Background: an optimization exercise with open tools, aiming at small area, a short achievable clock period and few clock cycles per item. Do not read the settings as production practice.
At most, simulation tests tie the RTL to the original design; equivalence was not proved.
The RTL of runs 1 and 6 was laid out without a check of its function.
No activity file was given, so power comes from the tool's default toggle rates.

==> flow/design.v <==
module llf_crc8 (
    input  wire [7:0] c,    
    input  wire [7:0] b,    
    output reg  [7:0] y     
);
    integer i;
    always @(*) begin
        y = c ^ b;
        for (i = 0; i < 8; i = i + 1) begin
            if (y[7])
                y = {y[6:0], 1'b0} ^ 8'h07;
            else
                y = {y[6:0], 1'b0};
        end
    end
endmodule
module llf_rx (
    input  wire        clk,
    input  wire        rst,
    input  wire        rx_req_valid,
    input  wire [15:0] rx_req_cap,
    output wire        rx_req_ready,
    input  wire        src_valid,
    input  wire        src_err,
    input  wire [7:0]  src_data,
    output wire        src_ready,
    output reg         rxbuf_we,
    output wire [15:0] rxbuf_addr,
    output reg  [7:0]  rxbuf_data,
    output reg         rx_resp_valid,
    output wire [1:0]  rx_resp_status,
    output wire [15:0] rx_resp_len
);
    localparam [7:0] START_M  = 8'hFA,
                     DSTART_M = 8'hFB,
                     STOP_M   = 8'hFE;
    localparam [7:0] CRC_FA = 8'hE8,
                     CRC_FB = 8'hEF;
    reg        armed;
    reg        s_wait, s_lo, s_hi, s_hc, s_ds, s_pay, s_fc, s_stop;
    reg [15:0] rem;      
    reg [15:0] idx;      
    reg        ov;       
    reg [15:0] cap;
    reg [7:0]  crc;
    reg        err_st;
    wire [7:0] b    = src_data;
    wire       step = src_valid & armed;
    assign rx_req_ready   = ~armed;
    assign src_ready      = armed;
    assign rxbuf_addr     = idx;
    assign rx_resp_status = {1'b0, err_st};
    assign rx_resp_len    = idx;
    wire [7:0] crc_upd;
    llf_crc8 u_crc (.c(crc), .b(b), .y(crc_upd));
    wire [15:0] idx1   = idx + 16'd1;
    wire        wr_ok  = idx1 < cap;
    wire        last   = rem == 16'd1;
    wire        len_ok = ~ov;
    wire        lenz   = rem == 16'd0;
    wire        is_fa  = b == START_M;
    wire        is_fb  = b == DSTART_M;
    wire        is_fe  = b == STOP_M;
    wire        crc_eq = b == crc;
    always @(posedge clk) begin
        rxbuf_data <= b;
        if (step) begin
            if (s_lo)  rem[7:0]  <= b;
            if (s_hi)  rem[15:8] <= b;
            if (s_pay) rem <= rem - 16'd1;
            crc <= s_wait ? CRC_FA : s_ds ? CRC_FB : crc_upd;
            if (s_ds)  idx <= 16'hFFFF;
            if (s_pay | s_fc) idx <= idx1;
            if (src_err) idx <= 16'd0;
            if (s_ds)  ov <= 1'b0;
            if (s_pay) ov <= ov | ~wr_ok;
            err_st <= src_err;
        end
        if (rx_req_valid && !armed)
            cap <= rx_req_cap;
    end
    always @(posedge clk) begin
        if (rst) begin
            armed         <= 1'b0;
            s_wait        <= 1'b1;
            s_lo          <= 1'b0;
            s_hi          <= 1'b0;
            s_hc          <= 1'b0;
            s_ds          <= 1'b0;
            s_pay         <= 1'b0;
            s_fc          <= 1'b0;
            s_stop        <= 1'b0;
            rxbuf_we      <= 1'b0;
            rx_resp_valid <= 1'b0;
        end else begin
            rxbuf_we      <= step & ~src_err & s_pay & wr_ok;
            rx_resp_valid <= step & (src_err | (s_stop & is_fe));
            if (rx_req_valid && !armed) begin
                armed  <= 1'b1;
                s_wait <= 1'b1;
                s_lo   <= 1'b0;
                s_hi   <= 1'b0;
                s_hc   <= 1'b0;
                s_ds   <= 1'b0;
                s_pay  <= 1'b0;
                s_fc   <= 1'b0;
                s_stop <= 1'b0;
            end else if (step) begin
                if (src_err || (s_stop && is_fe))
                    armed <= 1'b0;
                if (src_err) begin
                    s_wait <= 1'b1;
                    s_lo   <= 1'b0;
                    s_hi   <= 1'b0;
                    s_hc   <= 1'b0;
                    s_ds   <= 1'b0;
                    s_pay  <= 1'b0;
                    s_fc   <= 1'b0;
                    s_stop <= 1'b0;
                end else begin
                    s_wait <= (s_wait & ~is_fa) | (s_hc & ~crc_eq) | (s_ds & ~is_fb)
                            | (s_fc & ~(crc_eq & len_ok)) | s_stop;
                    s_lo   <= s_wait & is_fa;
                    s_hi   <= s_lo;
                    s_hc   <= s_hi;
                    s_ds   <= s_hc & crc_eq;
                    s_pay  <= (s_ds & is_fb & ~lenz) | (s_pay & ~last);
                    s_fc   <= (s_ds & is_fb & lenz) | (s_pay & last);
                    s_stop <= s_fc & crc_eq & len_ok;
                end
            end
        end
    end
endmodule
module llf_tx (
    input  wire        clk,
    input  wire        rst,
    input  wire        tx_req_valid,
    input  wire        tx_req_pay,
    input  wire [15:0] tx_req_len,
    output wire        tx_req_ready,
    output reg         txpay_rd,
    output reg  [15:0] txpay_addr,
    input  wire [7:0]  txpay_data,
    output reg         sink_valid,
    output reg  [7:0]  sink_data,
    output wire        sink_last,
    input  wire        sink_ready,
    input  wire        sink_resp_valid,
    input  wire        sink_resp_err,
    input  wire [16:0] sink_resp_count,
    output reg         tx_resp_valid,
    output reg  [2:0]  tx_resp_status
);
    reg st_idle, st_h0, st_h1, st_h2, st_h3, st_h4, st_pay, st_fc, st_stp, st_wait;
    reg [15:0] len;
    reg [7:0]  crc;        
    reg        cur_last;   
    reg        mv, mt, kv, kt;
    reg [7:0]  k;
    assign tx_req_ready = st_idle;
    assign sink_last    = st_stp;
    wire tk    = sink_valid & sink_ready;
    wire hs    = tx_req_valid & st_idle;
    wire nopay = ~tx_req_pay & (tx_req_len != 16'd0);
    wire lenz  = len == 16'd0;
    wire [7:0] head   = kv ? k : txpay_data;
    wire       head_t = kv ? kt : mt;
    wire [7:0] crc_nx;
    llf_crc8 u_crc (.c(crc), .b(sink_data), .y(crc_nx));
    wire [15:0] raddr1 = txpay_addr + 16'd1;
    wire        rtag   = raddr1 == len;
    wire cons  = tk & ((st_h4 & ~lenz) | (st_pay & ~cur_last));
    wire kcons = cons & kv;
    wire mcons = cons & ~kv;
    wire m2k   = txpay_rd & mv & ~mcons;
    wire to_idle = st_wait & sink_resp_valid;
    wire idle_nx = (st_idle & ~(hs & ~nopay)) | to_idle;
    wire kv_nx = ~st_idle & ~to_idle & ((kv & ~kcons) | m2k);
    wire mv_nx = txpay_rd | (mv & ~mcons);
    wire [16:0] fsize = {1'b0, len} + 17'd7;
    wire        cnt_eq = sink_resp_count == fsize;
    always @(posedge clk) begin
        if (m2k) begin
            k  <= txpay_data;
            kt <= mt;
        end
        kv <= kv_nx;
        mv <= mv_nx;
        if (st_idle)
            mt <= tx_req_len == 16'd1;
        else if (txpay_rd)
            mt <= rtag;
        if (rst | idle_nx)
            txpay_addr <= 16'd0;
        else
            txpay_addr <= txpay_addr + {15'd0, txpay_rd};
        tx_resp_status <= st_idle ? 3'b001
                        : {sink_resp_err, {2{~sink_resp_err & ~cnt_eq}}};
        if (hs) begin
            len       <= tx_req_len;
            crc       <= 8'd0;
            sink_data <= 8'hFA;
        end
        if (tk) begin
            crc <= crc_nx;
            if (st_h0)  sink_data <= len[7:0];
            if (st_h1)  sink_data <= len[15:8];
            if (st_h2)  sink_data <= crc_nx;
            if (st_h3)  sink_data <= 8'hFB;
            if (st_h4 | st_pay)
                sink_data <= ((st_h4 & lenz) | (st_pay & cur_last)) ? crc_nx : head;
            if (st_fc)  sink_data <= 8'hFE;
            cur_last <= head_t;
        end
    end
    always @(posedge clk) begin
        if (rst) begin
            st_idle       <= 1'b1;
            st_h0         <= 1'b0;
            st_h1         <= 1'b0;
            st_h2         <= 1'b0;
            st_h3         <= 1'b0;
            st_h4         <= 1'b0;
            st_pay        <= 1'b0;
            st_fc         <= 1'b0;
            st_stp        <= 1'b0;
            st_wait       <= 1'b0;
            sink_valid    <= 1'b0;
            tx_resp_valid <= 1'b0;
            txpay_rd      <= 1'b1;
        end else begin
            txpay_rd      <= idle_nx | ~(mv_nx & kv_nx);
            tx_resp_valid <= (hs & nopay) | to_idle;
            st_idle       <= idle_nx;
            if (hs & ~nopay) begin
                st_h0      <= 1'b1;
                sink_valid <= 1'b1;
            end
            if (tk) begin
                st_h0  <= 1'b0;
                st_h1  <= st_h0;
                st_h2  <= st_h1;
                st_h3  <= st_h2;
                st_h4  <= st_h3;
                st_pay <= (st_h4 & ~lenz) | (st_pay & ~cur_last);
                st_fc  <= (st_h4 & lenz) | (st_pay & cur_last);
                st_stp <= st_fc;
                if (st_stp) begin
                    st_wait    <= 1'b1;
                    sink_valid <= 1'b0;
                end
            end
            if (to_idle)
                st_wait <= 1'b0;
        end
    end
endmodule
module llf (
    input  wire        clk,
    input  wire        rst,
    input  wire        rx_req_valid,
    input  wire [15:0] rx_req_cap,
    output wire        rx_req_ready,
    output wire        rx_resp_valid,
    output wire [1:0]  rx_resp_status,
    output wire [15:0] rx_resp_len,
    input  wire        src_valid,
    input  wire        src_err,
    input  wire [7:0]  src_data,
    output wire        src_ready,
    output wire        rxbuf_we,
    output wire [15:0] rxbuf_addr,
    output wire [7:0]  rxbuf_data,
    input  wire        tx_req_valid,
    input  wire        tx_req_pay,
    input  wire [15:0] tx_req_len,
    output wire        tx_req_ready,
    output wire        tx_resp_valid,
    output wire [2:0]  tx_resp_status,
    output wire        txpay_rd,
    output wire [15:0] txpay_addr,
    input  wire [7:0]  txpay_data,
    output wire        sink_valid,
    output wire [7:0]  sink_data,
    output wire        sink_last,
    input  wire        sink_ready,
    input  wire        sink_resp_valid,
    input  wire        sink_resp_err,
    input  wire [16:0] sink_resp_count
);
    llf_rx u_rx (
        .clk            (clk),
        .rst            (rst),
        .rx_req_valid   (rx_req_valid),
        .rx_req_cap     (rx_req_cap),
        .rx_req_ready   (rx_req_ready),
        .src_valid      (src_valid),
        .src_err        (src_err),
        .src_data       (src_data),
        .src_ready      (src_ready),
        .rxbuf_we       (rxbuf_we),
        .rxbuf_addr     (rxbuf_addr),
        .rxbuf_data     (rxbuf_data),
        .rx_resp_valid  (rx_resp_valid),
        .rx_resp_status (rx_resp_status),
        .rx_resp_len    (rx_resp_len)
    );
    llf_tx u_tx (
        .clk             (clk),
        .rst             (rst),
        .tx_req_valid    (tx_req_valid),
        .tx_req_pay      (tx_req_pay),
        .tx_req_len      (tx_req_len),
        .tx_req_ready    (tx_req_ready),
        .txpay_rd        (txpay_rd),
        .txpay_addr      (txpay_addr),
        .txpay_data      (txpay_data),
        .sink_valid      (sink_valid),
        .sink_data       (sink_data),
        .sink_last       (sink_last),
        .sink_ready      (sink_ready),
        .sink_resp_valid (sink_resp_valid),
        .sink_resp_err   (sink_resp_err),
        .sink_resp_count (sink_resp_count),
        .tx_resp_valid   (tx_resp_valid),
        .tx_resp_status  (tx_resp_status)
    );
endmodule
==> flow/run.sh <==
#!/bin/bash
# synth_recipe.tcl (not shown) runs the flow's synth.tcl, then flattens the netlist and writes it again
# the make line also repeats each setting of config.mk as NAME=value (left out here)
make -C /OpenROAD-flow-scripts/flow DESIGN_CONFIG=/design/flow/config.mk WORK_HOME=/design/flow/orfs CLKGATE_MAP_FILE= SYNTH_SCRIPT=/design/flow/synth_recipe.tcl finish
==> flow/config.mk <==
export PLATFORM = sky130hd
export DESIGN_NAME = llf
export DESIGN_NICKNAME = llf
export VERILOG_FILES = /design/flow/design.v
export SDC_FILE = /design/flow/constraint.sdc
export NUM_CORES = 4
export LEC_CHECK = 0
export ABC_CLOCK_PERIOD_IN_PS = 1500
export CAP_MARGIN = 20
export CORE_MARGIN = 2
export CORE_UTILIZATION = 40
export SETUP_SLACK_MARGIN = 2.2
export SLEW_MARGIN = 20
==> flow/constraint.sdc <==
create_clock -name core_clock -period 4.0 [get_ports {clk}]
set_input_delay 0.8000 -clock core_clock [delete_from_list [all_inputs] [get_ports {clk}]]
set_output_delay 0.8000 -clock core_clock [all_outputs]
set_load 0.01 [all_outputs]
==> impl_metrics.json, run 1 <==
{
  "status": "finished clean",
  "antenna_cells": 0,
  "clk_path_buf_depth": 2,
  "dp_cells": 1245,
  "yosysMostFrequentCell": "nor2_1",
  "p_per_area_nw_per_um2": 316.0,
  "antenna_found_initial": 0,
  "ys_warn_count": 3,
  "p_seq_share_pct": 42.8,
  "layout_setup_ws_ps": 1351,
  "ys_top_cells_by_count": "nor2_1 (101), edfxtp_1 (93), xnor2_1 (90)",
  "p_int_mw": 3.122,
  "cts.sinks": 154,
  "pwr-share-comb_pct": 16.1,
  "slew_headroom_pct": 45.01,
  "synth_ff_type": "edfxtp_1",
  "ys_seq_area_share_pct": 47.27,
  "synth_area_leader_cell": "edfxtp_1",
  "ys_async_sr_fraction_pct": 0,
  "die_y_um": 149.7,
  "core_area_um2": 20960,
  "htree_levels": 4,
  "min_period_ps": 2649,
  "hpwlAfterDp_um": 15740,
  "grt_pass1_wl_um": 39420,
  "synthTopCellsByArea": "edfxtp_1 (33%), dfxtp_1 (14%), xnor2_1 (9.3%)",
  "path_class": "reg2reg",
  "syn-num-nets": 973,
  "cts_buffers": 17,
  "cap_viol_max_count": 0,
  "cp_num_buf_inv": 1,
  "grt_max_degree": 33,
  "rsz0062_at_grt": "true",
  "stdcell_count": 1447,
  "dp_slack_ps": 1072,
  "vias": 7695,
  "cts_root_buffer": "clkbuf_16",
  "synth_top_area_share_pct": 32.89,
  "grt_pass1_vias": 7459,
  "tightest_slew_ps": 823.7,
  "ir_drop_v": 0.0002740,
  "fin_setup_tns_ps": 0,
  "clk_pin_slew_ps": 70,
  "ys_ff_latch": 154,
  "hold_class": "reg2reg",
  "whs_ps": 475.2,
  "io_pins": 153,
  "setup_viol": 0,
  "path_cells": "and4_4 > nand3_4 > nor2_4 > and4_4 > xnor2_2 > inv_2 > ha_4 > a21o_1 > a21o_1 > a21oi_2 > o21ai_1 > a21o_1 > o21a_1",
  "io_buffers": 151,
  "initial_core_util_pct": 40.52,
  "crit_family": "compound AO/OA/AOI/OAI gates",
  "dr.pass1.iters": 5,
  "cts_tree": "yes",
  "drv_slew": 0,
  "p_switching_mw": 1.047,
  "drt_iter0_drc": 485,
  "fin_skew_ps": 9.521,
  "drive_above_1_share_pct": 40.44,
  "detail_route.vias_per_cell": 5.318,
  "critPathRequiredTime_ps": 4190,
  "period_share_pct": 66.24,
  "dieArea_um2": 22410,
  "routabilityCongestion": 0.8192,
  "grt_usage_pct": 22.57,
  "syn_avg_cell_area_um2": 9.737,
  "area_growth_pct": 55.38,
  "max_stage_delay_ps": 370,
  "end_kind": "flop",
  "clkPwrFrac_pct": 41.1,
  "rows": 53,
  "nFillCells": 1677,
  "synth.cell_area_um2": 8491,
  "max_freq_mhz": 377.4,
  "die-width_um": 149.7,
  "worstSetupStartpointType": "flop",
  "final_nets": 1262,
  "gr-total-overflow": 0,
  "finalHoldViolCount": 0,
  "post-route-drc-count": 0,
  "synth.distinct_cells": 60,
  "synth_cells": 872,
  "synth_edf_count": 93,
  "wl_per_cell_um": 17.73,
  "p_sw_share_pct": 25.10,
  "cp_max_fo": 4,
  "clock_latency_ps": 430,
  "crit_top_cell": "a21o_1",
  "cpMaxStageDelayCell": "edfxtp_1",
  "antenna_left": 0,
  "arrival_ps": 2840,
  "p_total_mw": 4.169,
  "routed_wl_um": 25650,
  "p_leak_nw": 5.013
}
[path summary, 6_finish.rpt]
kind	startpoint	endpoint	slack [ps]	cells after the start
worst max-delay path	u_rx.idx[2]	u_rx.ov	1350	13
worst min-delay path	u_rx.s_stop	u_rx.s_stop	480	2
worst max register to register	u_rx.idx[2]	u_rx.ov	1350	13
worst min register to register	u_rx.s_stop	u_rx.s_stop	480	2
[power by group through the flow]
stage | sequential (mW) | combinational (mW) | clock [mW]
floorplan | 1.81 | 0.334 | 0
global placement | 1.84 | 0.501 | 0
detailed placement | 1.84 | 0.505 | 0
CTS | 1.78 | 0.612 | 1.75
global route | 1.79 | 0.724 | 1.81
finish | 1.78 | 0.670 | 1.72
[state kept, by name (all words and copies together) (netlist names), 3 cells and up]
register             flops
u_tx.crc                 8
u_rx.crc                 8
u_tx.len                16
u_rx.rxbuf_data          8
u_rx.cap                16
u_tx.txpay_addr         16
u_tx.k                   8
u_rx.idx                16
u_rx.rem                16
u_tx.sink_data           8
u_tx.tx_resp_status      3
[cell families (layout without fill, tap and decap cells)]
group	after synthesis	after routing	share of synthesized area (%)
AOI/OAI and AO/OA	127	130	9.888
xor gates and xnor gates	131	131	13.51
adders and majority gates	27	27	3.949
buffers and inverters	104	401	5.467
DFF	154	154	47.27
muxes	22	22	2.652
other	1	1	0.04417
and+or+nand+nor	306	306	17.21
[metal layers]
metal	routed length, um	track usage [%]	part of all wire, %
met3	1431	4.116	5.6
met4	493	7.311	1.9
met5	0	0	0
met2	12590	37.80	49
met1	11140	29.62	43
[final cells by class]
class	instances	area, um^2	share of cell area (%)
inverters	47	187.7	1.423
multi-input cells	617	5054	38.31
clock buffers	19	442.9	3.357
well taps	275	344.1	2.608
repair buffers	324	2880	21.83
flip-flops and latches	154	4113	31.17
clock inverters	11	171.4	1.299
[tightest hold or removal path: cells and delay by family (launching register included)]
kind               cells  cell delay [ps]
DFF                    1              330
and+or+nand+nor        1               60
AOI/OAI and AO/OA      1               50
[cell usage in the layout, fill, tap and decap left out, drive strengths merged, types with 4 or more instances in the layout]
master / n
o21ai: 18
nand4: 19
dlygate4sd2: 12
o21a: 6
nand3: 25
clkdlybuf4s50: 43
inv: 45
nand2: 66
nor2: 101
a21o: 10
clkdlybuf4s15: 9
clkinvlp: 5
or2: 4
nor4: 15
a21oi: 44
dfxtp: 61
mux2i: 18
nor3: 30
ha: 26
bufinv: 4
buf: 242
o22ai: 7
xnor2: 90
edfxtp: 93
mux2: 4
a221oi: 8
nand2b: 13
clkinv: 4
nor2b: 6
or3: 7
a211oi: 8
and4: 5
clkbuf: 36
xor2: 41
[per-stage QoR]
| stage | utilization [%] | instance area, um^2 |
|---|---|---|
| 5_1_grt | 62.96 | 13190 |
| 6_report | 62.96 | 13190 |
| 3_3_place_gp | 49.71 | 10420 |
| 3_5_place_dp | 49.71 | 10420 |
| 2_1_floorplan | - | 8905 |
| 4_1_cts | 59.91 | 12550 |
[what timing repair did]
item                                    CTS  global route
setup buffers                           129            39
hold buffers                              0             0
endpoints found under the setup margin  213           126
pin swaps                                59            53
gates resized for setup                 518           148
gates cloned                              4             0
==> run 2: changes to the inputs <==
--- a/flow/design.v
+++ b/flow/design.v
@@ -40,5 +40,4 @@
     reg        s_wait, s_lo, s_hi, s_hc, s_ds, s_pay, s_fc, s_stop;
-    reg [15:0] rem;      
+    reg [15:0] len;
     reg [15:0] idx;      
-    reg        ov;       
     reg [15:0] cap;
@@ -52,3 +51,3 @@
     assign rx_resp_status = {1'b0, err_st};
-    assign rx_resp_len    = idx;
+    assign rx_resp_len    = len;
     wire [7:0] crc_upd;
@@ -56,6 +55,7 @@
     wire [15:0] idx1   = idx + 16'd1;
+    wire [15:0] idx2   = idx + 16'd2;
     wire        wr_ok  = idx1 < cap;
-    wire        last   = rem == 16'd1;
-    wire        len_ok = ~ov;
-    wire        lenz   = rem == 16'd0;
+    wire        last   = idx2 == len;
+    wire        len_ok = len <= cap;
+    wire        lenz   = len == 16'd0;
     wire        is_fa  = b == START_M;
@@ -67,11 +67,8 @@
         if (step) begin
-            if (s_lo)  rem[7:0]  <= b;
-            if (s_hi)  rem[15:8] <= b;
-            if (s_pay) rem <= rem - 16'd1;
+            if (s_lo)  len[7:0]  <= b;
+            if (s_hi)  len[15:8] <= b;
+            if (src_err) len <= 16'd0;
             crc <= s_wait ? CRC_FA : s_ds ? CRC_FB : crc_upd;
             if (s_ds)  idx <= 16'hFFFF;
-            if (s_pay | s_fc) idx <= idx1;
-            if (src_err) idx <= 16'd0;
-            if (s_ds)  ov <= 1'b0;
-            if (s_pay) ov <= ov | ~wr_ok;
+            if (s_pay) idx <= idx1;
             err_st <= src_err;
--- a/flow/config.mk
+++ b/flow/config.mk
@@ -7,3 +7,2 @@
 export LEC_CHECK = 0
-export ABC_CLOCK_PERIOD_IN_PS = 1500
 export CAP_MARGIN = 20
@@ -11,3 +10,2 @@
 export CORE_UTILIZATION = 40
-export SETUP_SLACK_MARGIN = 2.2
 export SLEW_MARGIN = 20
==> impl_metrics.json, run 2 <==
{
  "status": "finished clean",
  "rows": 54,
  "r2r_setup_slack_ps": 830,
  "synthTopCellsByArea": "edfxtp_1 (31%), dfxtp_1 (14%), xnor2_1 (7.8%)",
  "end_kind": "flop",
  "p_per_area_nw_per_um2": 343.0,
  "area_growth_pct": 25.39,
  "path_cells": "ha_1 > nand3_1 > nor2_1 > and3_1 > nand2_1 > nor2_1 > xnor2_1 > ha_1 > a21oi_1 > nor2b_1 > o21ai_0 > nand4_1 > nor3_1",
  "clkPwrFrac_pct": 40.0,
  "ys_top_cells_by_count": "nor2_1 (96), edfxtp_1 (92), xnor2_1 (79)",
  "grt_pass1_wl_um": 37470,
  "synth_cells": 911,
  "period_share_pct": 79.24,
  "finalHoldViolCount": 0,
  "antenna_cells": 0,
  "pwr-share-comb_pct": 12.6,
  "placed_area_um2": 10530,
  "post_cts_buffers": 0,
  "io_pins": 153,
  "slew_headroom_pct": 51.53,
  "p_switching_mw": 1.005,
  "layout_common_cells": "clkdlybuf4s50_1 (151), nor2_1 (96), edfxtp_1 (92), xnor2_1 (79)",
  "cts_tree": "yes",
  "min_period_ps": 3170,
  "path_class": "reg2reg",
  "grt_usage_pct": 20.26,
  "worstReg2RegStart": "u_rx.idx[1]",
  "routabilityCongestion": 0.8436,
  "post-route-drc-count": 0,
  "ys_warn_count": 3,
  "wl_per_cell_um": 17.59,
  "synth.distinct_cells": 69,
  "hold_class": "reg2reg",
  "vias": 7085,
  "initial_core_util_pct": 40.60,
  "cp_max_fo": 7,
  "ys_async_sr_fraction_pct": 0,
  "clk_pin_slew_ps": 70,
  "max_stage_delay_ps": 480,
  "final_area_um2": 11070,
  "ys_ff_latch": 153,
  "arrival_ps": 3510,
  "clk_path_buf_depth": 2,
  "rsz0062_at_grt": "false",
  "p_sw_share_pct": 26.47,
  "routed_wl_um": 23450,
  "p_seq_share_pct": 47.3,
  "synth_top_family_by_area": "simple AND/OR/NAND/NOR gates",
  "r2r-end": "u_rx.rxbuf_we",
  "synth.cell_area_um2": 8832,
  "syn_avg_cell_area_um2": 9.695,
  "worstSetupStartpointType": "flop",
  "yosysMostFrequentCell": "nor2_1",
  "fin_skew_ps": 12.24,
  "reg2regPathDepth": 13,
  "whs_ps": 458.4,
  "p_leak_nw": 3.958,
  "final_nets": 1156,
  "clock_latency_ps": 430,
  "hpwlAfterDp_um": 17670,
  "synthSimpleGateAreaFrac_pct": 19.93,
  "core_area_um2": 21760,
  "p_int_mw": 2.793,
  "dp_slack_ps": 727.7,
  "antenna_found_initial": 0,
  "grt_max_degree": 21,
  "synth_xor_area_share_pct": 11.80,
  "grt_pass1_vias": 6952,
  "synth_compound_area_share_pct": 12.04,
  "synthMuxAreaShare_pct": 0.9633,
  "drt_iter0_drc": 531,
  "die_y_um": 152.6,
  "final_common_cell": "clkdlybuf4s50_1",
  "cts_hold_buf": 0,
  "drv_slew": 0,
  "cpMaxStageDelayCell": "edfxtp_1",
  "synth_fa_ha_area_share_pct": 5.922,
  "crit_end": "u_rx.rxbuf_we",
  "detail_route.vias_per_cell": 5.315,
  "cts_root_buffer": "clkbuf_16",
  "cts_buffers": 17,
  "syn-num-nets": 1027,
  "startpoint": "u_rx.idx[1]",
  "synth_top_area_share_pct": 31.28,
  "cp_num_cells": 13,
  "max_freq_mhz": 315.5,
  "antenna_left": 0,
  "ir_drop_v": 0.0002627,
  "gr-total-overflow": 0,
  "io_buffers": 151,
  "synth_area_leader_cell": "edfxtp_1",
  "setup_viol": 0,
  "cap_viol_max_count": 0,
  "synth_edf_count": 92,
  "tightest_slew_ps": 724.3,
  "dieArea_um2": 23290,
  "crit_family": "simple AND/OR/NAND/NOR gates",
  "synth_ff_type": "edfxtp_1",
  "die-width_um": 152.6,
  "critPathRequiredTime_ps": 4340,
  "ys_seq_area_share_pct": 45.11,
  "layout_setup_ws_ps": 830.4,
  "fin_setup_tns_ps": 0,
  "cp_num_buf_inv": 0,
  "cts.sinks": 153,
  "cts_resized": 0,
  "htree_levels": 4,
  "dr.pass1.iters": 5,
  "drive_above_1_share_pct": 6.648,
  "final_util_pct": 50.90
}
-- run 2: cell types whose count changed after synthesis, sizes merged, moves of 8 or more --
cell / before / now
or2: 4 / 18
o21ai: 18 / 27
a211oi: 8 / 16
nor2b: 6 / 21
mux2i: 18 / 4
ha: 26 / 41
xnor2: 90 / 79
nand3: 25 / 33
-- run 2: worst reg2reg max path, stage by stage, from the launching register on --
cell	delay (ps)
edfxtp_1	480
ha_1	360
nand3_1	280
nor2_1	300
and3_1	250
nand2_1	100
nor2_1	140
xnor2_1	180
ha_1	290
a21oi_1	130
nor2b_1	60
o21ai_0	180
nand4_1	120
nor3_1	220
-- run 2: cell type report --
class | count | area, um^2
Clock inverter | 13 | 106.4
Multi-Input combinational cell | 670 | 4481
Inverter | 41 | 153.9
Timing Repair Buffer | 157 | 1556
Fill cell | 2035 | 10680
Clock buffer | 19 | 442.9
Sequential cell | 153 | 3984
Tap cell | 280 | 350.3
-- run 2: how the worst min path moves through the flow --
stage,startpoint,endpoint,slack [ps],cells past startpoint
after floorplan,u_tx.mt,u_tx.kt,420,0
after global placement,u_tx.mt,u_tx.kt,450,0
after detailed placement,u_tx.mt,u_tx.kt,460,0
after CTS,u_tx.st_fc,u_tx.st_stp,470,2
after global routing,u_tx.mt,u_tx.kt,480,0
final,u_tx.mt,u_tx.kt,460,0
-- run 2: power by group through the flow --
stage	logic (mW)	registers, mW	clock network, mW
after CTS	0.483	1.80	1.55
final	0.480	1.80	1.52
after global routing	0.534	1.81	1.63
after detailed placement	0.480	1.83	0
after global placement	0.479	1.83	0
after floorplan	0.307	1.80	0
-- run 2: routing by layer --
| layer | GRT usage, % | wire, um | up-vias |
|---|---|---|---|
| met5 | 0 | 0 | - |
| met4 | 6.393 | 491 | 0 |
| met3 | 4.152 | 1118 | 30 |
| met2 | 34.79 | 11580 | 199 |
| met1 | 25.64 | 10260 | 3325 |
| li1 | - | - | 3531 |
-- run 2: cells by family after synthesis --
kind of cell,count (synthesis)
adder cells (fa/ha/maj),42
AO/OA/AOI/OAI,159
multiplexers,8
XOR/XNOR,119
AND/OR/NAND/NOR,341
buffers and inverters,88
flip-flops,153
other,1
-- run 2: metrics by stage --
step	total power, mW	instances
2_1_floorplan	2.106	911
3_3_place_gp	2.311	1301
3_5_place_dp	2.313	1301
4_1_cts	3.836	1333
5_1_grt	3.970	1333
6_report	3.799	1333
Testbench counts of run 2, summed over its fixed seeds: cycles 124,644, bytes 105,422.
==> run 3: changes to the inputs <==
--- a/flow/design.v
+++ b/flow/design.v
@@ -16,2 +16,21 @@
 endmodule
+module llf_eq_inc #(
+    parameter N = 16
+) (
+    input  wire [N-1:0] x,
+    input  wire [N-1:0] y,
+    output wire         eq
+);
+    wire [N-1:0] z = x ^ y;
+    wire [N-1:0] ok;
+    assign ok[0] = z[0] & (x[0] ~^ z[1]);
+    genvar i;
+    generate
+        for (i = 1; i < N - 1; i = i + 1) begin : g
+            assign ok[i] = (~z[i] | z[i-1]) & (~z[i] | (x[i] ~^ z[i+1]));
+        end
+    endgenerate
+    assign ok[N-1] = ~z[N-1] | z[N-2];
+    assign eq = &ok;
+endmodule
 module llf_rx (
@@ -40,3 +59,3 @@
     reg        s_wait, s_lo, s_hi, s_hc, s_ds, s_pay, s_fc, s_stop;
-    reg [15:0] len;
+    reg [15:0] rem;      
     reg [15:0] idx;      
@@ -44,2 +63,4 @@
     reg [7:0]  crc;
+    reg        wok;      
+    reg        ov;       
     reg        err_st;
@@ -51,15 +72,27 @@
     assign rx_resp_status = {1'b0, err_st};
-    assign rx_resp_len    = len;
+    assign rx_resp_len    = idx;
     wire [7:0] crc_upd;
     llf_crc8 u_crc (.c(crc), .b(b), .y(crc_upd));
-    wire [15:0] idx1   = idx + 16'd1;
-    wire [15:0] idx2   = idx + 16'd2;
-    wire        wr_ok  = idx1 < cap;
-    wire        last   = idx2 == len;
-    wire        len_ok = len <= cap;
-    wire        lenz   = len == 16'd0;
-    wire        is_fa  = b == START_M;
-    wire        is_fb  = b == DSTART_M;
-    wire        is_fe  = b == STOP_M;
-    wire        crc_eq = b == crc;
+    wire [15:0] idx1, rem1;
+    genvar i;
+    generate
+        for (i = 0; i < 16; i = i + 1) begin : g_cnt
+            if (i == 0) begin : g0
+                assign idx1[i] = ~idx[i];
+                assign rem1[i] = ~rem[i];
+            end else begin : gn
+                assign idx1[i] = idx[i] ^ (&idx[i-1:0]);
+                assign rem1[i] = rem[i] ^ ~(|rem[i-1:0]);
+            end
+        end
+    endgenerate
+    wire cap_hit, cap_hit_hi;
+    llf_eq_inc #(15) u_caphit (.x(idx[15:1]), .y(cap[15:1]), .eq(cap_hit_hi));
+    assign cap_hit = cap_hit_hi & (idx[0] == cap[0]);
+    wire       last   = rem == 16'd1;
+    wire       lenz   = rem == 16'd0;
+    wire       is_fa  = b == START_M;
+    wire       is_fb  = b == DSTART_M;
+    wire       is_fe  = b == STOP_M;
+    wire       crc_eq = b == crc;
     always @(posedge clk) begin
@@ -67,8 +100,17 @@
         if (step) begin
-            if (s_lo)  len[7:0]  <= b;
-            if (s_hi)  len[15:8] <= b;
-            if (src_err) len <= 16'd0;
+            if (s_lo)  rem[7:0]  <= b;
+            if (s_hi)  rem[15:8] <= b;
+            if (s_pay) rem <= rem1;
             crc <= s_wait ? CRC_FA : s_ds ? CRC_FB : crc_upd;
             if (s_ds)  idx <= 16'hFFFF;
-            if (s_pay) idx <= idx1;
+            if (s_pay | s_fc) idx <= idx1;
+            if (src_err) idx <= 16'd0;
+            if (s_ds) begin
+                ov  <= 1'b0;
+                wok <= cap != 16'd0;
+            end
+            if (s_pay) begin
+                ov  <= ov | ~wok;
+                wok <= wok & ~cap_hit;
+            end
             err_st <= src_err;
@@ -92,17 +134,9 @@
         end else begin
-            rxbuf_we      <= step & ~src_err & s_pay & wr_ok;
+            rxbuf_we      <= step & ~src_err & s_pay & wok;
             rx_resp_valid <= step & (src_err | (s_stop & is_fe));
-            if (rx_req_valid && !armed) begin
-                armed  <= 1'b1;
-                s_wait <= 1'b1;
-                s_lo   <= 1'b0;
-                s_hi   <= 1'b0;
-                s_hc   <= 1'b0;
-                s_ds   <= 1'b0;
-                s_pay  <= 1'b0;
-                s_fc   <= 1'b0;
-                s_stop <= 1'b0;
-            end else if (step) begin
-                if (src_err || (s_stop && is_fe))
-                    armed <= 1'b0;
+            if (rx_req_valid && !armed)
+                armed <= 1'b1;
+            else if (step && (src_err || (s_stop && is_fe)))
+                armed <= 1'b0;
+            if (step) begin
                 if (src_err) begin
@@ -118,3 +152,3 @@
                     s_wait <= (s_wait & ~is_fa) | (s_hc & ~crc_eq) | (s_ds & ~is_fb)
-                            | (s_fc & ~(crc_eq & len_ok)) | s_stop;
+                            | (s_fc & ~(crc_eq & ~ov)) | s_stop;
                     s_lo   <= s_wait & is_fa;
@@ -125,3 +159,3 @@
                     s_fc   <= (s_ds & is_fb & lenz) | (s_pay & last);
-                    s_stop <= s_fc & crc_eq & len_ok;
+                    s_stop <= s_fc & crc_eq & ~ov;
                 end
@@ -153,2 +187,3 @@
     reg [15:0] len;
+    reg        lenz;       
     reg [7:0]  crc;        
@@ -161,4 +196,4 @@
     wire hs    = tx_req_valid & st_idle;
-    wire nopay = ~tx_req_pay & (tx_req_len != 16'd0);
-    wire lenz  = len == 16'd0;
+    wire reqz  = tx_req_len == 16'd0;
+    wire nopay = ~tx_req_pay & ~reqz;
     wire [7:0] head   = kv ? k : txpay_data;
@@ -167,4 +202,22 @@
     llf_crc8 u_crc (.c(crc), .b(sink_data), .y(crc_nx));
-    wire [15:0] raddr1 = txpay_addr + 16'd1;
-    wire        rtag   = raddr1 == len;
+    wire [15:0] raddr1;
+    genvar i;
+    generate
+        for (i = 0; i < 16; i = i + 1) begin : g_inc
+            if (i == 0) begin : g0
+                assign raddr1[i] = ~txpay_addr[i];
+            end else begin : gn
+                assign raddr1[i] = txpay_addr[i] ^ (&txpay_addr[i-1:0]);
+            end
+        end
+    endgenerate
+    wire rtag;
+    llf_eq_inc #(16) u_rtag (.x(txpay_addr), .y(len), .eq(rtag));
+    wire c3 = |len[2:0];
+    wire lo_eq;
+    llf_eq_inc #(3) u_lo (.x(sink_resp_count[2:0]), .y(len[2:0]), .eq(lo_eq));
+    wire hi_eq_inc;
+    llf_eq_inc #(14) u_hi (.x({1'b0, len[15:3]}), .y(sink_resp_count[16:3]), .eq(hi_eq_inc));
+    wire hi_eq  = sink_resp_count[16:3] == {1'b0, len[15:3]};
+    wire cnt_eq = lo_eq & (c3 ? hi_eq_inc : hi_eq);
     wire cons  = tk & ((st_h4 & ~lenz) | (st_pay & ~cur_last));
@@ -177,4 +230,2 @@
     wire mv_nx = txpay_rd | (mv & ~mcons);
-    wire [16:0] fsize = {1'b0, len} + 17'd7;
-    wire        cnt_eq = sink_resp_count == fsize;
     always @(posedge clk) begin
@@ -192,4 +243,4 @@
             txpay_addr <= 16'd0;
-        else
-            txpay_addr <= txpay_addr + {15'd0, txpay_rd};
+        else if (txpay_rd)
+            txpay_addr <= raddr1;
         tx_resp_status <= st_idle ? 3'b001
@@ -198,2 +249,3 @@
             len       <= tx_req_len;
+            lenz      <= reqz;
             crc       <= 8'd0;
--- a/flow/config.mk
+++ b/flow/config.mk
@@ -7,2 +7,3 @@
 export LEC_CHECK = 0
+export ABC_CLOCK_PERIOD_IN_PS = 1500
 export CAP_MARGIN = 20
@@ -10,2 +11,3 @@
 export CORE_UTILIZATION = 40
+export SETUP_SLACK_MARGIN = 2.2
 export SLEW_MARGIN = 20
==> impl_metrics.json, run 3 <==
{
  "status": "finished clean",
  "clock_latency_ps": 420,
  "synth_top_family_by_area": "simple AND/OR/NAND/NOR gates",
  "end_kind": "flop",
  "max_freq_mhz": 468.1,
  "die-width_um": 151.1,
  "grt_pass1_vias": 7099,
  "dieArea_um2": 22830,
  "path_cells": "xnor2_2 > or3b_1 > a31oi_1 > nand4_1 > nor4_4 > o22ai_1",
  "final_common_cell": "buf_4",
  "max_stage_delay_ps": 480,
  "tightest_slew_ps": 660.1,
  "grt_pass1_wl_um": 38600,
  "antenna_left": 0,
  "hold_class": "reg2reg",
  "clk_pin_slew_ps": 70,
  "grt_max_degree": 34,
  "crit_family": "simple AND/OR/NAND/NOR gates",
  "vias": 7650,
  "final_util_pct": 59.69,
  "wl_per_cell_um": 18.11,
  "synthSimpleGateAreaFrac_pct": 16.98,
  "rsz0062_at_grt": "true",
  "period_share_pct": 53.40,
  "hpwlAfterDp_um": 16560,
  "synth_area_leader_cell": "edfxtp_1",
  "rows": 53,
  "gr-total-overflow": 0,
  "ys_seq_area_share_pct": 47.07,
  "reg2regPathDepth": 6,
  "drive_above_1_share_pct": 35.87,
  "min_period_ps": 2136,
  "dp_cells": 1257,
  "drt_iter0_drc": 432,
  "routabilityCongestion": 0.9250,
  "cpMaxStageDelayCell": "edfxtp_1",
  "detail_route.vias_per_cell": 5.335,
  "fin_setup_tns_ps": 0,
  "wl_met1_um": 12070,
  "arrival_ps": 2290,
  "synth_fa_ha_area_share_pct": 2.660,
  "ys_top_cells_by_count": "nor2_1 (108), edfxtp_1 (95), xnor2_1 (70)",
  "synth_edf_count": 95,
  "met3WireLength_um": 1720,
  "routed_wl_um": 25970,
  "htree_levels": 4,
  "die_y_um": 151.1,
  "ir_drop_v": 0.0002694,
  "slew_headroom_pct": 55.93,
  "layout_common_cells": "buf_4 (112), nor2_1 (104), edfxtp_1 (95), buf_2 (61), a21oi_1 (55)",
  "synth_ff_type": "edfxtp_1",
  "finalHoldViolCount": 0,
  "cts_tree": "yes",
  "path_class": "reg2reg",
  "cts_root_buffer": "clkbuf_16",
  "fin_skew_ps": 8.748,
  "cts_buffers": 17,
  "antenna_found_initial": 1,
  "ys_ff_latch": 156,
  "synth_xor_area_share_pct": 11.88,
  "cp_max_fo": 3,
  "yosysMostFrequentCell": "nor2_1",
  "min_from": "u_tx.st_fc",
  "initial_core_util_pct": 40.92,
  "synth_cells": 886,
  "cap_viol_max_count": 0,
  "synth.cell_area_um2": 8656,
  "setup_viol": 0,
  "synthTopCellsByArea": "edfxtp_1 (33%), dfxtp_1 (14%), xnor2_1 (7.1%)",
  "routed.top_layer": "met4",
  "startpoint": "u_rx.idx[3]",
  "grt_usage_pct": 22.15,
  "io_buffers": 151,
  "syn-num-nets": 977,
  "cp_num_cells": 6,
  "worstReg2RegStart": "u_rx.idx[3]",
  "cp_num_buf_inv": 0,
  "layout_setup_ws_ps": 1864,
  "io_pins": 153,
  "worstSetupStartpointType": "flop",
  "synth_compound_area_share_pct": 13.05,
  "stdcell_count": 1434,
  "clk_path_buf_depth": 2,
  "critPathRequiredTime_ps": 4150,
  "p_leak_nw": 4.981,
  "synthMuxAreaShare_pct": 3.036,
  "met2_length_um": 11720,
  "syn_avg_cell_area_um2": 9.770,
  "hold_depth": 2,
  "post-route-drc-count": 0,
  "ys_warn_count": 3,
  "dp_slack_ps": 1049,
  "p_total_mw": 4.032,
  "synth.distinct_cells": 75,
  "ys_async_sr_fraction_pct": 0,
  "area_growth_pct": 45.88,
  "drv_slew": 0,
  "dr.pass1.iters": 5,
  "synth_top_area_share_pct": 32.96,
  "core_area_um2": 21150,
  "cts.sinks": 156,
  "final_nets": 1235,
  "p_per_area_nw_per_um2": 319.3
}
[run 3: logic make-up after synthesis]
family	after synthesis
compound gates	174
xor+xnor	115
fa+ha+maj	19
buf+inv	99
flops	156
mux	26
other cells	1
simple gates	296
[run 3: repair_timing]
action	in CTS	in global routing
pin swaps	51	39
hold buffers	0	0
setup buffers	114	24
hold endpoints to repair	0	0
setup endpoints to repair	232	108
resized for setup	536	84
cloned	4	1
[run 3: final timing paths]
path	to	slack [ps]
min	u_tx.st_stp	480
max	u_rx.wok	1860
min reg2reg	u_tx.st_stp	480
max reg2reg	u_rx.wok	1860
[run 3: layout make-up]
class	instances	area [um^2]
diodes	2	5.005
clock buffers	20	467.9
clock inverters	12	87.58
fillers	1848	8527
inverters	40	158.9
multi-input cells	635	4972
flip-flops and latches	156	4180
well taps	275	344.1
repair buffers	294	2411
[run 3: worst min-delay path, delay by kind of cell (launching register included)]
family / cells / cell delay, ps
DFF: 1 / 330
and+or+nand+nor: 1 / 60
AOI/OAI and AO/OA: 1 / 50
[run 3: where the power goes]
part           switching (mW)  internal [mW]
Clock                   0.689          0.851
Sequential             0.0606           1.75
Combinational           0.343          0.334
[run 3: per-layer routing]
layer,track usage (%),vias up
met4,7.336,0
met5,0,-
met1,32.78,3664
met2,33.23,275
met3,3.313,38
li1,-,3673
[run 3: metrics by stage]
step / hold slack [ps] / instance area, um^2
final: 481.2 / 12630
after global routing: 489.4 / 12620
after CTS: 467.1 / 12270
after detailed placement: 456.2 / 10570
after global placement: 447.2 / 10570
after floorplan: 422.2 / 9026
Testbench counts of run 3, summed over its fixed seeds: cycles 124,644, bytes 105,422.
==> run 4: changes to the inputs <==
--- a/flow/config.mk
+++ b/flow/config.mk
@@ -7,3 +7,2 @@
 export LEC_CHECK = 0
-export ABC_CLOCK_PERIOD_IN_PS = 1500
 export CAP_MARGIN = 20
@@ -11,3 +10,2 @@
 export CORE_UTILIZATION = 40
-export SETUP_SLACK_MARGIN = 2.2
 export SLEW_MARGIN = 20
==> impl_metrics.json, run 4 <==
{
  "status": "finished clean",
  "min_period_ps": 2652,
  "synth_ff_type": "edfxtp_1",
  "clock_latency_ps": 430,
  "layout_common_cells": "clkdlybuf4s50_1 (151), nor2_1 (108), edfxtp_1 (95), xnor2_1 (70), dfxtp_1 (61)",
  "ir_drop_v": 0.0002719,
  "io_pins": 153,
  "area_growth_pct": 25.48,
  "finalHoldViolCount": 0,
  "period_share_pct": 66.30,
  "syn-num-nets": 977,
  "cts_resized": 0,
  "initial_core_util_pct": 40.92,
  "ys_top_cells_by_count": "nor2_1 (108), edfxtp_1 (95), xnor2_1 (70)",
  "crit_family": "compound AO/OA/AOI/OAI gates",
  "p_total_mw": 3.954,
  "clk_pin_slew_ps": 60,
  "post-route-drc-count": 0,
  "rows": 53,
  "max_freq_mhz": 377.1,
  "synth.distinct_cells": 75,
  "final_common_cell": "clkdlybuf4s50_1",
  "fin_skew_ps": 8.806,
  "htree_levels": 4,
  "pwr-share-comb_pct": 12.8,
  "rsz0062_at_grt": "false",
  "cap_viol_max_count": 0,
  "grt_pass1_vias": 6513,
  "cts_hold_buf": 0,
  "synth_area_leader_cell": "edfxtp_1",
  "cts_tree": "yes",
  "routabilityCongestion": 0.8655,
  "yosysMostFrequentCell": "nor2_1",
  "worstReg2RegStart": "u_rx.idx[3]",
  "routed_wl_um": 22170,
  "hold_class": "reg2reg",
  "detail_route.vias_per_cell": 5.238,
  "antenna_left": 0,
  "grt_pass1_wl_um": 35060,
  "final_nets": 1098,
  "grt_usage_pct": 19.97,
  "startpoint": "src_data[2]",
  "p_sw_share_pct": 24.52,
  "critPathRequiredTime_ps": 4320,
  "slew_headroom_pct": 46.16,
  "cts.sinks": 156,
  "core_area_um2": 21150,
  "clkPwrFrac_pct": 40.5,
  "wl_per_cell_um": 17.12,
  "dp_slack_ps": 896.9,
  "path_cells": "clkdlybuf4s50_1 > xnor2_1 > ha_1 > and3_1 > nand3_1 > a21o_1 > a221oi_1 > nand2_1 > a21o_1",
  "end_kind": "flop",
  "die-width_um": 151.1,
  "clk_path_buf_depth": 2,
  "ys_async_sr_fraction_pct": 0,
  "tightest_slew_ps": 804.7,
  "max_stage_delay_ps": 500,
  "dr.pass1.iters": 5,
  "p_switching_uw": 969.5,
  "syn_avg_cell_area_um2": 9.770,
  "final_util_pct": 51.35,
  "p_int_mw": 2.985,
  "ys_seq_area_share_pct": 47.07,
  "antenna_found_initial": 0,
  "cp_num_buf_inv": 1,
  "synth_edf_count": 95,
  "crit_top_cell": "a21o_1",
  "drv_slew": 0,
  "ys_warn_count": 3,
  "fin_setup_tns_ps": 0,
  "hpwlAfterDp_um": 16470,
  "worstSetupStartpointType": "primary input",
  "io_buffers": 151,
  "setup_viol": 0,
  "vias": 6783,
  "p_seq_share_pct": 46.6,
  "min_from": "u_tx.st_h3",
  "post_cts_buffers": 0,
  "ys_ff_latch": 156,
  "drive_above_1_share_pct": 4.412,
  "arrival_ps": 2980,
  "die_y_um": 151.1,
  "cts_buffers": 17,
  "cp_max_fo": 6,
  "dieArea_um2": 22830,
  "synth_top_area_share_pct": 32.96,
  "nFillCells": 1987,
  "cts_root_buffer": "clkbuf_16",
  "synth_cells": 886,
  "p_per_area_nw_per_um2": 364.1,
  "drt_iter0_drc": 530,
  "cpMaxStageDelayCell": "clkdlybuf4s50_1",
  "gr-total-overflow": 0,
  "layout_setup_ws_ps": 1348,
  "synthTopCellsByArea": "edfxtp_1 (33%), dfxtp_1 (14%), xnor2_1 (7.1%)",
  "antenna_cells": 0,
  "synth.cell_area_um2": 8656,
  "grt_max_degree": 26,
  "p_leak_nw": 3.859,
  "path_class": "in2reg"
}
## run 4: cell counts after synthesis
Identical to the previous run, type by type.
## run 4: worst min-delay path: cells and delay by family (launching register included)
kind	cells	cell delay, ps
AO/OA/AOI/OAI	1	50
flip-flops	1	320
AND/OR/NAND/NOR	1	60
## run 4: layout make-up
class                   instances  area [um^2]  share of cell area (%)
clock buffers                  27        525.5                   4.838
repair buffers                161         1587                   14.61
multi-input cells             631         4125                   37.98
inverters                      40        150.1                   1.382
flip-flops and latches        156         4074                   37.51
well taps                     275        344.1                   3.168
clock inverters                 5        56.30                  0.5184
## run 4: worst paths after layout
check,endpoint,slack [ps],depth (start not counted)
max,u_rx.s_wait,1350,9
min reg2reg,u_tx.st_h4,470,2
max reg2reg,u_rx.wok,1670,6
min,u_tx.st_h4,470,2
## run 4: per-stage QoR
| step | hold slack [ps] | instance area (um^2) | instances |
|---|---|---|---|
| after global placement | 458.1 | 10280 | 1263 |
| after floorplan | 422.2 | 8656 | 886 |
| after global routing | 492.6 | 10860 | 1295 |
| after CTS | 473.1 | 10860 | 1295 |
| final | 473.6 | 10860 | 1295 |
| after detailed placement | 462.8 | 10280 | 1263 |
## run 4: power groups by stage
stage | Combinational (mW) | Clock (mW) | Sequential [mW]
finish | 0.507 | 1.60 | 1.84
floorplan | 0.316 | 0 | 1.84
CTS | 0.508 | 1.64 | 1.84
global route | 0.556 | 1.70 | 1.85
global placement | 0.504 | 0 | 1.88
detailed placement | 0.503 | 0 | 1.88
## run 4: per-layer routing
layer | up-vias | part of all wire (%) | wire, um | GRT usage, %
li1 | 3383 | - | - | -
met2 | 179 | 44 | 9718 | 30.11
met4 | 0 | 1.3 | 284 | 5.981
met3 | 19 | 4.9 | 1081 | 3.464
met1 | 3202 | 50 | 11080 | 29.36
met5 | - | 0 | 0 | 0
## run 4: cell families (layout without fill, tap and decap cells)
family,Yosys count,in the layout,share of synthesized area (%)
buffers and inverters,99,233,5.276
adders and majority gates,19,19,2.660
muxes,26,26,3.036
AOI/OAI and AO/OA,174,174,13.05
xor gates and xnor gates,115,115,11.88
other,1,1,0.04332
DFF,156,156,47.07
and+or+nand+nor,296,296,16.98
==> run 5: changes to the inputs <==
--- a/flow/config.mk
+++ b/flow/config.mk
@@ -7,2 +7,3 @@
 export LEC_CHECK = 0
+export ABC_CLOCK_PERIOD_IN_PS = 1500
 export CAP_MARGIN = 20
@@ -10,2 +11,4 @@
 export CORE_UTILIZATION = 40
+export SETUP_SLACK_MARGIN = 2.2
 export SLEW_MARGIN = 20
+export TNS_END_PERCENT = 0
==> impl_metrics.json, run 5 <==
{
  "synth_top_area_share_pct": 32.96,
  "grt_max_degree": 35,
  "cap_viol_max_count": 0,
  "cts.sinks": 156,
  "cts_root_buffer": "clkbuf_16",
  "syn_avg_cell_area_um2": 9.770,
  "dp_slack_ps": 1013,
  "hpwlAfterDp_um": 16550,
  "nFillCells": 1966,
  "layout_common_cells": "nor2_1 (103), edfxtp_1 (95), dlygate4sd2_1 (79), xnor2_1 (59), a21oi_1 (57)",
  "initial_core_util_pct": 40.92,
  "cp_num_buf_inv": 1,
  "gr-total-overflow": 0,
  "die-width_um": 151.1,
  "area_growth_pct": 33.06,
  "antenna_found_initial": 0,
  "fin_setup_tns_ps": 0,
  "slew_headroom_pct": 58.41,
  "final_nets": 1143,
  "ir_drop_v": 0.0002434,
  "antenna_cells": 0,
  "placed_area_um2": 10350,
  "end_kind": "flop",
  "cts_buffers": 17,
  "period_share_pct": 52.78,
  "yosysMostFrequentCell": "nor2_1",
  "worstSetupStartpointType": "primary input",
  "ys_async_sr_fraction_pct": 0,
  "rows": 53,
  "cpMaxStageDelayCell": "a221o_2",
  "max_stage_delay_ps": 490,
  "tightest_slew_ps": 623.0,
  "final_area_um2": 11520,
  "synth.cell_area_um2": 8656,
  "antenna_left": 0,
  "synth_ff_type": "edfxtp_1",
  "max_freq_mhz": 473.6,
  "synth.distinct_cells": 75,
  "grt_pass1_wl_um": 37200,
  "detail_route.vias_per_cell": 5.280,
  "syn-num-nets": 977,
  "dieArea_um2": 22830,
  "die_y_um": 151.1,
  "path_class": "in2reg",
  "ys_seq_area_share_pct": 47.07,
  "dr.pass1.iters": 5,
  "path_cells": "dlygate4sd2_1 > nor4_2 > nand4_1 > nor2_2 > o21ai_2 > a221o_2 > nor2_1",
  "ys_top_cells_by_count": "nor2_1 (108), edfxtp_1 (95), xnor2_1 (70)",
  "final_common_cell": "nor2_1",
  "hold_class": "reg2reg",
  "seqCellArea_um2": 4124,
  "setup_viol": 0,
  "clk_pin_slew_ps": 60,
  "min_period_ps": 2111,
  "synthTopCellsByArea": "edfxtp_1 (33%), dfxtp_1 (14%), xnor2_1 (7.1%)",
  "layout_setup_ws_ps": 1889,
  "p_leak_nw": 4.353,
  "io_pins": 153,
  "synth_cells": 886,
  "multi_input_area_um2": 4554,
  "ys_warn_count": 3,
  "cp_max_fo": 8,
  "grt_usage_pct": 21.19,
  "arrival_ps": 2470,
  "fin_skew_ps": 13.52,
  "synth_edf_count": 95,
  "io_buffers": 151,
  "drv_slew": 0,
  "status": "finished clean",
  "post-route-drc-count": 0,
  "rsz0062_at_grt": "true",
  "p_per_area_nw_per_um2": 335.3,
  "critPathRequiredTime_ps": 4360,
  "clock_latency_ps": 430,
  "crit_family": "simple AND/OR/NAND/NOR gates",
  "wl_per_cell_um": 17.70,
  "synth_area_leader_cell": "edfxtp_1",
  "core_area_um2": 21150,
  "drive_above_1_share_pct": 17.75,
  "finalHoldViolCount": 0,
  "cts_tree": "yes",
  "grt_pass1_vias": 6880,
  "drt_iter0_drc": 442,
  "clk_path_buf_depth": 2,
  "vias": 7075,
  "htree_levels": 4,
  "routed_wl_um": 23720,
  "ys_ff_latch": 156,
  "routabilityCongestion": 0.9063,
  "whs_ps": 475.8
}
[run 5: cell counts after synthesis]
Identical to the previous run, type by type.
[run 5: stage by stage]
| step | cells | power, mW | utilization, % |
|---|---|---|---|
| floorplan | 886 | 2.165 | - |
| global placement | 1260 | 2.388 | 48.93 |
| detailed placement | 1261 | 2.387 | 48.95 |
| CTS | 1329 | 3.873 | 53.50 |
| global route | 1340 | 4.013 | 54.44 |
| finish | 1340 | 3.862 | 54.44 |
[run 5: cells by family after synthesis]
logic type | Yosys count | share of synthesized area (%)
AO/OA/AOI/OAI | 174 | 13.05
XOR/XNOR | 115 | 11.88
adder cells (fa/ha/maj) | 19 | 2.660
buffers and inverters | 99 | 5.276
flip-flops | 156 | 47.07
multiplexers | 26 | 3.036
other | 1 | 0.04332
AND/OR/NAND/NOR | 296 | 16.98
[run 5: cell type report]
class	count	share of cell area, %
multi-input cells	633	39.54
flip-flops and latches	156	35.81
repair buffers	204	15.74
clock buffers	19	3.759
well taps	275	2.988
inverters	40	1.336
clock inverters	13	0.8256
[run 5: per-layer routing]
metal	GRT usage, %	wire, um	vias up
met2	32.00	10600	200
li1	-	-	3484
met5	0	0	-
met3	4.639	1305	35
met1	30.61	11360	3356
met4	6.028	459	0
[run 5: what timing repair did]
action                                  4_1_cts  5_1_grt
buffers inserted                             34       11
cloned                                        2        0
endpoints found under the setup margin      220      194
pin swaps                                    25       27
hold buffers                                  0        0
gates resized for setup                     195       49
[run 5: worst min-delay path, delay by kind of cell (launching register included)]
family	cells	cell delay, ps
AOI/OAI and AO/OA	1	50
DFF	1	320
and+or+nand+nor	1	60
[run 5: worst paths after layout]
path / depth (start not counted) / endpoint / slack, ps / startpoint
setup / recovery: 7 / u_tx.txpay_addr[11] / 1890 / tx_req_len[13]
hold / removal: 2 / u_tx.st_h3 / 480 / u_tx.st_h3
setup reg to reg: 6 / u_rx.wok / 1930 / u_rx.idx[3]
hold reg to reg: 2 / u_tx.st_h3 / 480 / u_tx.st_h3
[run 5: power breakdown]
group	switching, mW	total (mW)	internal (mW)	leakage, nW
Combinational	0.288	0.556	0.268	2.72
Sequential	0.0740	1.84	1.76	1.39
Clock	0.673	1.47	0.794	0.243
Total	1.04	3.86	2.83	4.35
==> run 6: changes to the inputs <==
--- a/flow/design.v
+++ b/flow/design.v
@@ -35,2 +35,32 @@
 endmodule
+module llf_step16 #(
+    parameter DOWN = 0
+) (
+    input  wire [15:0] x,
+    output wire [15:0] y
+);
+    wire [15:0] t = DOWN ? ~x : x;
+    wire [3:0]  g;
+    genvar k, j;
+    generate
+        for (k = 0; k < 4; k = k + 1) begin : grp
+            assign g[k] = &t[4*k+3:4*k];
+        end
+        for (k = 0; k < 4; k = k + 1) begin : gb
+            wire pk;
+            if (k == 0) begin : p0
+                assign pk = 1'b1;
+            end else begin : pn
+                assign pk = &g[k-1:0];
+            end
+            for (j = 0; j < 4; j = j + 1) begin : b
+                if (j == 0) begin : l0
+                    assign y[4*k] = x[4*k] ^ pk;
+                end else begin : ln
+                    assign y[4*k+j] = x[4*k+j] ^ (pk & (&t[4*k+j-1:4*k]));
+                end
+            end
+        end
+    endgenerate
+endmodule
 module llf_rx (
@@ -76,14 +106,4 @@
     wire [15:0] idx1, rem1;
-    genvar i;
-    generate
-        for (i = 0; i < 16; i = i + 1) begin : g_cnt
-            if (i == 0) begin : g0
-                assign idx1[i] = ~idx[i];
-                assign rem1[i] = ~rem[i];
-            end else begin : gn
-                assign idx1[i] = idx[i] ^ (&idx[i-1:0]);
-                assign rem1[i] = rem[i] ^ ~(|rem[i-1:0]);
-            end
-        end
-    endgenerate
+    llf_step16 #(0) u_inc (.x(idx), .y(idx1));
+    llf_step16 #(1) u_dec (.x(rem), .y(rem1));
     wire cap_hit, cap_hit_hi;
@@ -91,11 +111,11 @@
     assign cap_hit = cap_hit_hi & (idx[0] == cap[0]);
-    wire       last   = rem == 16'd1;
-    wire       lenz   = rem == 16'd0;
-    wire       is_fa  = b == START_M;
-    wire       is_fb  = b == DSTART_M;
-    wire       is_fe  = b == STOP_M;
-    wire       crc_eq = b == crc;
+    wire last = rem == 16'd1;
+    wire lenz = rem == 16'd0;
+    wire m    = b == crc;       
+    wire fc_ok = m & ~ov;
     always @(posedge clk) begin
         rxbuf_data <= b;
-        if (step) begin
+        if (!armed) begin
+            crc <= START_M;
+        end else if (step) begin
             if (s_lo)  rem[7:0]  <= b;
@@ -103,3 +123,14 @@
             if (s_pay) rem <= rem1;
-            crc <= s_wait ? CRC_FA : s_ds ? CRC_FB : crc_upd;
+            if (src_err | s_stop)
+                crc <= START_M;
+            else if (s_wait)
+                crc <= m ? CRC_FA : START_M;
+            else if (s_hc)
+                crc <= m ? DSTART_M : START_M;
+            else if (s_ds)
+                crc <= m ? CRC_FB : START_M;
+            else if (s_fc)
+                crc <= fc_ok ? STOP_M : START_M;
+            else
+                crc <= crc_upd;
             if (s_ds)  idx <= 16'hFFFF;
@@ -117,3 +148,3 @@
         end
-        if (rx_req_valid && !armed)
+        if (!armed)
             cap <= rx_req_cap;
@@ -135,6 +166,6 @@
             rxbuf_we      <= step & ~src_err & s_pay & wok;
-            rx_resp_valid <= step & (src_err | (s_stop & is_fe));
-            if (rx_req_valid && !armed)
-                armed <= 1'b1;
-            else if (step && (src_err || (s_stop && is_fe)))
+            rx_resp_valid <= step & (src_err | (s_stop & m));
+            if (!armed)
+                armed <= rx_req_valid;
+            else if (step && (src_err || (s_stop && m)))
                 armed <= 1'b0;
@@ -151,11 +182,10 @@
                 end else begin
-                    s_wait <= (s_wait & ~is_fa) | (s_hc & ~crc_eq) | (s_ds & ~is_fb)
-                            | (s_fc & ~(crc_eq & ~ov)) | s_stop;
-                    s_lo   <= s_wait & is_fa;
+                    s_wait <= ((s_wait | s_hc | s_ds) & ~m) | (s_fc & ~fc_ok) | s_stop;
+                    s_lo   <= s_wait & m;
                     s_hi   <= s_lo;
                     s_hc   <= s_hi;
-                    s_ds   <= s_hc & crc_eq;
-                    s_pay  <= (s_ds & is_fb & ~lenz) | (s_pay & ~last);
-                    s_fc   <= (s_ds & is_fb & lenz) | (s_pay & last);
-                    s_stop <= s_fc & crc_eq & ~ov;
+                    s_ds   <= s_hc & m;
+                    s_pay  <= (s_ds & m & ~lenz) | (s_pay & ~last);
+                    s_fc   <= (s_ds & m & lenz) | (s_pay & last);
+                    s_stop <= s_fc & fc_ok;
                 end
@@ -203,21 +233,10 @@
     wire [15:0] raddr1;
-    genvar i;
-    generate
-        for (i = 0; i < 16; i = i + 1) begin : g_inc
-            if (i == 0) begin : g0
-                assign raddr1[i] = ~txpay_addr[i];
-            end else begin : gn
-                assign raddr1[i] = txpay_addr[i] ^ (&txpay_addr[i-1:0]);
-            end
-        end
-    endgenerate
+    llf_step16 #(0) u_inc (.x(txpay_addr), .y(raddr1));
     wire rtag;
     llf_eq_inc #(16) u_rtag (.x(txpay_addr), .y(len), .eq(rtag));
-    wire c3 = |len[2:0];
-    wire lo_eq;
-    llf_eq_inc #(3) u_lo (.x(sink_resp_count[2:0]), .y(len[2:0]), .eq(lo_eq));
-    wire hi_eq_inc;
-    llf_eq_inc #(14) u_hi (.x({1'b0, len[15:3]}), .y(sink_resp_count[16:3]), .eq(hi_eq_inc));
-    wire hi_eq  = sink_resp_count[16:3] == {1'b0, len[15:3]};
-    wire cnt_eq = lo_eq & (c3 ? hi_eq_inc : hi_eq);
+    wire [16:0] ca = sink_resp_count;
+    wire [16:0] cb = ~{1'b0, len};
+    wire [16:0] ck = 17'd6;
+    wire [16:0] cy = ((ca & cb) | ((ca | cb) & ~ck)) << 1;
+    wire        cnt_eq = &(ca ^ cb ^ ck ^ ~cy);
     wire cons  = tk & ((st_h4 & ~lenz) | (st_pay & ~cur_last));
@@ -227,5 +246,5 @@
     wire to_idle = st_wait & sink_resp_valid;
-    wire idle_nx = (st_idle & ~(hs & ~nopay)) | to_idle;
-    wire kv_nx = ~st_idle & ~to_idle & ((kv & ~kcons) | m2k);
-    wire mv_nx = txpay_rd | (mv & ~mcons);
+    wire frame   = st_h0 | st_h1 | st_h2 | st_h3 | st_h4 | st_pay | st_fc | st_stp;
+    wire kv_nx = frame & ((kv & ~kcons) | m2k);
+    wire mv_nx = frame & (txpay_rd | (mv & ~mcons));
     always @(posedge clk) begin
@@ -237,7 +256,5 @@
         mv <= mv_nx;
-        if (st_idle)
-            mt <= tx_req_len == 16'd1;
-        else if (txpay_rd)
+        if (txpay_rd)
             mt <= rtag;
-        if (rst | idle_nx)
+        if (rst | ~frame)
             txpay_addr <= 16'd0;
@@ -247,3 +264,3 @@
                         : {sink_resp_err, {2{~sink_resp_err & ~cnt_eq}}};
-        if (hs) begin
+        if (st_idle) begin
             len       <= tx_req_len;
@@ -279,11 +296,13 @@
             tx_resp_valid <= 1'b0;
-            txpay_rd      <= 1'b1;
+            txpay_rd      <= 1'b0;
         end else begin
-            txpay_rd      <= idle_nx | ~(mv_nx & kv_nx);
+            txpay_rd      <= ~(mv_nx & kv_nx);
             tx_resp_valid <= (hs & nopay) | to_idle;
-            st_idle       <= idle_nx;
-            if (hs & ~nopay) begin
+            st_idle       <= (st_idle & ~tx_req_valid) | to_idle | (st_h0 & ~sink_valid);
+            if (hs) begin
                 st_h0      <= 1'b1;
-                sink_valid <= 1'b1;
+                sink_valid <= ~nopay;
             end
+            if (st_h0 & ~sink_valid)
+                st_h0 <= 1'b0;
             if (tk) begin
==> impl_metrics.json, run 6 <==
{
  "r2r_setup_slack_ps": 1910,
  "synth_cells": 861,
  "pwr-share-comb_pct": 14.4,
  "cp_max_fo": 2,
  "wl_per_cell_um": 17.38,
  "p_switching_mw": 1.055,
  "cpMaxStageDelayCell": "clkdlybuf4s50_1",
  "antenna_cells": 0,
  "clk_path_buf_depth": 2,
  "syn-num-nets": 971,
  "detail_route.vias_per_cell": 5.245,
  "end_kind": "flop",
  "cp_num_cells": 8,
  "antenna_left": 0,
  "grt_max_degree": 30,
  "hpwlAfterDp_um": 16250,
  "clock_latency_ps": 430,
  "grt_pass1_wl_um": 36230,
  "htree_levels": 4,
  "layout_setup_ws_ps": 1903,
  "r2r-end": "u_rx.rem[13]",
  "ir_drop_v": 0.0003233,
  "io_pins": 153,
  "drv_slew": 0,
  "clk_pin_slew_ps": 70,
  "crit_family": "simple AND/OR/NAND/NOR gates",
  "ys_seq_area_share_pct": 46.12,
  "fin_setup_tns_ps": 0,
  "gr-total-overflow": 0,
  "cp_num_buf_inv": 2,
  "final_common_cell": "edfxtp_1",
  "die-width_um": 151.1,
  "yosysMostFrequentCell": "edfxtp_1",
  "fin_skew_ps": 9.474,
  "final_util_pct": 55.47,
  "p_per_area_nw_per_um2": 360.4,
  "arrival_ps": 2420,
  "status": "finished clean",
  "clkPwrFrac_pct": 42.3,
  "ys_ff_latch": 156,
  "cap_viol_max_count": 0,
  "antenna_found_initial": 0,
  "dp_slack_ps": 1136,
  "rows": 53,
  "grt_usage_pct": 20.55,
  "worstSetupStartpointType": "primary input",
  "critPathRequiredTime_ps": 4320,
  "routed_wl_um": 23110,
  "area_growth_pct": 35.52,
  "dp_cells": 1246,
  "grt_pass1_vias": 6803,
  "synth_ff_type": "edfxtp_1",
  "max_stage_delay_ps": 450,
  "ys_async_sr_fraction_pct": 0,
  "period_share_pct": 52.42,
  "syn_avg_cell_area_um2": 10.06,
  "io_buffers": 151,
  "cts_tree": "yes",
  "path_cells": "clkdlybuf4s50_1 > inv_1 > ha_1 > xor2_1 > nand4_1 > nor3_2 > a21oi_2 > or2_2",
  "synth_area_leader_cell": "edfxtp_1",
  "p_int_mw": 3.174,
  "p_sw_share_pct": 24.95,
  "synth_top_area_share_pct": 30.17,
  "synth.cell_area_um2": 8660,
  "finalHoldViolCount": 0,
  "slew_headroom_pct": 50.75,
  "stdcell_count": 1330,
  "ys_top_cells_by_count": "edfxtp_1 (87), nor2_1 (85), xnor2_1 (72)",
  "tightest_slew_ps": 736.0,
  "hold_class": "reg2reg",
  "max_freq_mhz": 476.9
}
==> run 6: cell types whose count changed in the layout (fill, tap and decap cells not counted), sizes merged, moves of 7 or more <==
cell / change
dfxtp: +8
clkdlybuf4s50: +14
edfxtp: -8
o21ai: -8
nor2: -24
clkdlybuf4s15: -8
nor3: +10
inv: +7
ha: +19
mux2i: -8
==> run 6: per-stage QoR <==
stage	cell area (um^2)	hold slack (ps)	total power [mW]
6_report	11740	515.6	4.229
5_1_grt	11740	534.0	4.383
4_1_cts	11460	512.0	4.231
3_5_place_dp	10420	482.7	2.429
3_3_place_gp	10420	476.6	2.428
2_1_floorplan	8771	422.2	2.202
==> run 6: area by class of cell <==
class | count | area, um^2
clock buffer | 17 | 425.4
timing repair buffer | 211 | 1907
inverter | 47 | 176.4
sequential | 156 | 4043
fill | 1885 | 9419
tap | 275 | 344.1
multi-input combinational | 609 | 4618
clock inverter | 15 | 221.5
==> run 6: how the worst max path moves through the flow <==
stage	from	slack, ps	to
6_report	sink_resp_count[5]	1900	u_tx.tx_resp_status[0]
2_1_floorplan	src_data[4]	1930	u_rx.s_wait
3_5_place_dp	src_valid	1140	u_rx.rem[9]
3_3_place_gp	src_valid	1130	u_rx.rem[5]
5_1_grt	sink_resp_count[6]	1810	u_tx.tx_resp_status[0]
4_1_cts	u_rx.rem[8]	1910	u_rx.rem[13]
==> run 6: metal layers <==
metal / vias up / track usage, % / share of wire (%)
met5: - / 0 / 0
met4: 0 / 6.495 / 1.6
met3: 29 / 2.892 / 3.1
met2: 137 / 32.66 / 47
met1: 3387 / 29.05 / 48
li1: 3423 / - / -
==> run 6: kinds of logic after synthesis <==
group,synth area share [%]
AOI/OAI and AO/OA,12.01
DFF,46.12
xor gates and xnor gates,13.37
other,0.04330
and+or+nand+nor,16.10
muxes,2.109
buffers and inverters,5.086
adders and majority gates,5.173
==> run 6: timing repair <==
item                                    CTS  global route
hold buffers                              0             0
setup buffers                            43             9
endpoints found under the setup margin  214           205
pin swaps                                 7            32
resized for setup                       137            39
endpoints found under the hold margin     0             0
==> run 6: power groups by stage <==
stage | registers (mW) | clock network (mW) | logic [mW]
after detailed placement | 1.88 | 0 | 0.553
final | 1.83 | 1.79 | 0.609
after global placement | 1.87 | 0 | 0.554
after floorplan | 1.85 | 0 | 0.347
after CTS | 1.83 | 1.82 | 0.586
after global routing | 1.84 | 1.88 | 0.667

Re-timed with assumed drivers on the ports (clkbuf_16 on the clock, buf_2 on other inputs), run 6 has 1.882 ns of setup slack against 1.903 ns with ideal ports, and 1.446 ns once port delays also move by the mid clock arrival of 0.470 ns.
